Source: an optimization exercise on an open RTL-to-GDS flow (aim: small area and a short achievable clock period). Production flows keep margins and buffers that such runs may drop. In this exercise RTL edits were held to simulation tests only and were not proved equivalent to the original. Power figures rest on the tool's default switching activity, not on a simulated workload.

Design cga_qenc, start of the top module:
module cga_qenc (
    input  wire       clk,
    input  wire       rst,         
    input  wire       in_valid,
    input  wire       in_sol,      
    input  wire [7:0] in_r,
    input  wire [7:0] in_g,
    input  wire [7:0] in_b,
    output reg        out_valid,
    output reg  [3:0] out_idx,
    output reg  [7:0] out_comp0,   
    output reg  [7:0] out_comp1    
);
    function [63:0] wave_row;
        input [2:0] hue;
        case (hue)
            3'd0: wave_row = 64'h00_00_00_00_00_00_00_00;
            3'd1: wave_row = 64'h00_00_38_C8_FF_FF_B0_20;
            3'd2: wave_row = 64'hFF_D0_60_10_00_28_A0_F8;
            3'd3: wave_row = 64'hFF_FF_F0_A8_40_58_C0_FF;
            3'd4: wave_row = 64'h20_B0_FF_FF_C8_38_00_00;
            3'd5: wave_row = 64'h68_E0_FF_FF_F8_98_30_18;
            3'd6: wave_row = 64'h10_60_D0_FF_E8_78_08_00;
            default: wave_row = 64'hFF_FF_FF_FF_FF_FF_FF_FF;
        endcase
    endfunction
    function [511:0] enc_table;
        input dummy;
        integer h, p;
        reg [63:0] row;
        reg [17:0] prod;
        begin
            enc_table = 512'd0;
  ...
export LEC_CHECK = 0
export ABC_AREA = 1
export CAP_MARGIN = 20
export CORE_MARGIN = 2
export CORE_UTILIZATION = 40
export PLACE_DENSITY = 0.6
export SLEW_MARGIN = 20
create_clock -name core_clock -period 40.0 [get_ports {clk}]
standard.sh (not shown) runs the stock make flow with config.mk's settings and CLKGATE_MAP_FILE= SYNTH_SCRIPT=/design/flow/synth_recipe.tcl, a recipe that flattens the netlist after the stock synthesis.
==> flow/flow/run.sh <==
#!/bin/bash
# The standard layout (standard.sh), with three changes:
#  - synthesis maps the logic with flow/abc_area.script (area-oriented),
#  - no separate full/half-adder extraction before that mapping,
#  - the port buffers are buf_1 cells.
set -euo pipefail
here=$PWD
export MY_ABC_SCRIPT=$here/flow/abc_area.script
bash standard.sh SYNTH_SCRIPT=$here/flow/my_synth.tcl ADDER_MAP_FILE= \
  "BUFFER_PORTS_ARGS=-buffer_cell sky130_fd_sc_hd__buf_1" finish > standard.log 2>&1
==> flow/flow/abc_area.script <==
strash
&get -n
&deepsyn -T 60
&put
dch -f
amap
topo
upsize -D 6000
dnsize -D 6000
topo
==> flow/flow/my_synth.tcl <==
# synth_recipe.tcl, with the logic mapped by this flow's own ABC script
# (flow/abc_area.script) in place of the platform's. Registers, their names
# and everything else are as in the standard synthesis.
proc synth {args} { yosys synth -nofsm -noshare {*}$args }
proc abc {args} {
  set i [lsearch -exact $args -script]
  if { $i >= 0 } { lset args [expr { $i + 1 }] $::env(MY_ABC_SCRIPT) }
  yosys abc {*}$args
}
source $::env(SCRIPTS_DIR)/synth.tcl
# left out here: clear keep_hierarchy, flatten, clean up, hide names made inside functions, write 1_2_yosys.v
The starting point passed the timing, DRC and antenna checks.
Change:
==> flow/flow/abc_area.script (replaced) <==
strash
&get -n
&deepsyn -T 60
&put
dch -f
amap
topo
upsize -D 5400
dnsize -D 5400
topo
Total power rises by 8.6%.
Synthesized cell count is unchanged.
Wire length goes down by 1.3%.
Cell area goes up by 3.8%.
Clock power rises by 35%.
Die area rose by 2.6%.
Register-to-register slack is better by 0.25 ns.
Clock skew stays flat.


== main ==
Starting RTL as in the previous note.
clock: 40.0 ns
lec_check: 0
abc_area: 1
cap_margin: 20
core_margin: 2
core_utilization: 40
place_density: 0.6
slew_margin: 20
==> flow/flow/abc_area.script <==
strash
&get -n
&deepsyn -T 60
&put
dch -f
amap
topo
upsize -D 6500
dnsize -D 6500
topo
Scripts as last shown in full above: flow/flow/run.sh, flow/flow/my_synth.tcl
### main -> the feature branch
==> flow/flow/abc_area.script <==
strash
&get -n
&deepsyn -T 60
&put
dch -f
amap
topo
upsize -D 6800
dnsize -D 6800
topo
Findings:
The feature branch reached the end of the flow, and the finished layout is clean on the timing, DRC and antenna checks. main did not stop at any stage, and its layout met the timing, DRC and antenna checks. The fraction of the cycle the final worst path needs of the feature branch and that of main are within noise of each other. Comparing main with the feature branch, the cell area came out essentially unchanged. Diff main -> the feature branch | maximum vdd drop | increase of 0.53 uV. On total chip power: the feature branch sits above main.

-- afterwards: timing with drivers on the ports --
The flow's constraints put no driver on any port. The routed layouts listed below were extracted and timed again, unchanged, in two steps. Step 1, drivers: a clkbuf_16 drives clk and a buf_2 each remaining input, both assumed. Step 2 times the ports against the registers' clock, not the clock port: input delays grow and output delays shrink by t, the midpoint of the rising clock arrivals with the driver on. a / b / c = no drivers / after step 1 / after step 2; a / b = the first two.
run	shift t [ns]	setup WS [ns]	hold slack, ns	worst setup path at the end	slew at the worst register clock pin (ns)
the first run of note 1	0.333	31.211 / 31.178 / 31.314	0.459 / 0.459 / 0.459	input to register	0.10 / 0.10
the second run of note 1	0.331	31.200 / 31.168 / 31.335	0.464 / 0.464 / 0.464	input to register	0.10 / 0.10
main	0.333	31.218 / 31.187 / 31.319	0.459 / 0.459 / 0.459	input to register	0.09 / 0.09
the feature branch	0.333	31.193 / 31.163 / 31.321	0.454 / 0.454 / 0.454	input to register	0.11 / 0.11
After both steps setup and hold are still met in every run listed.
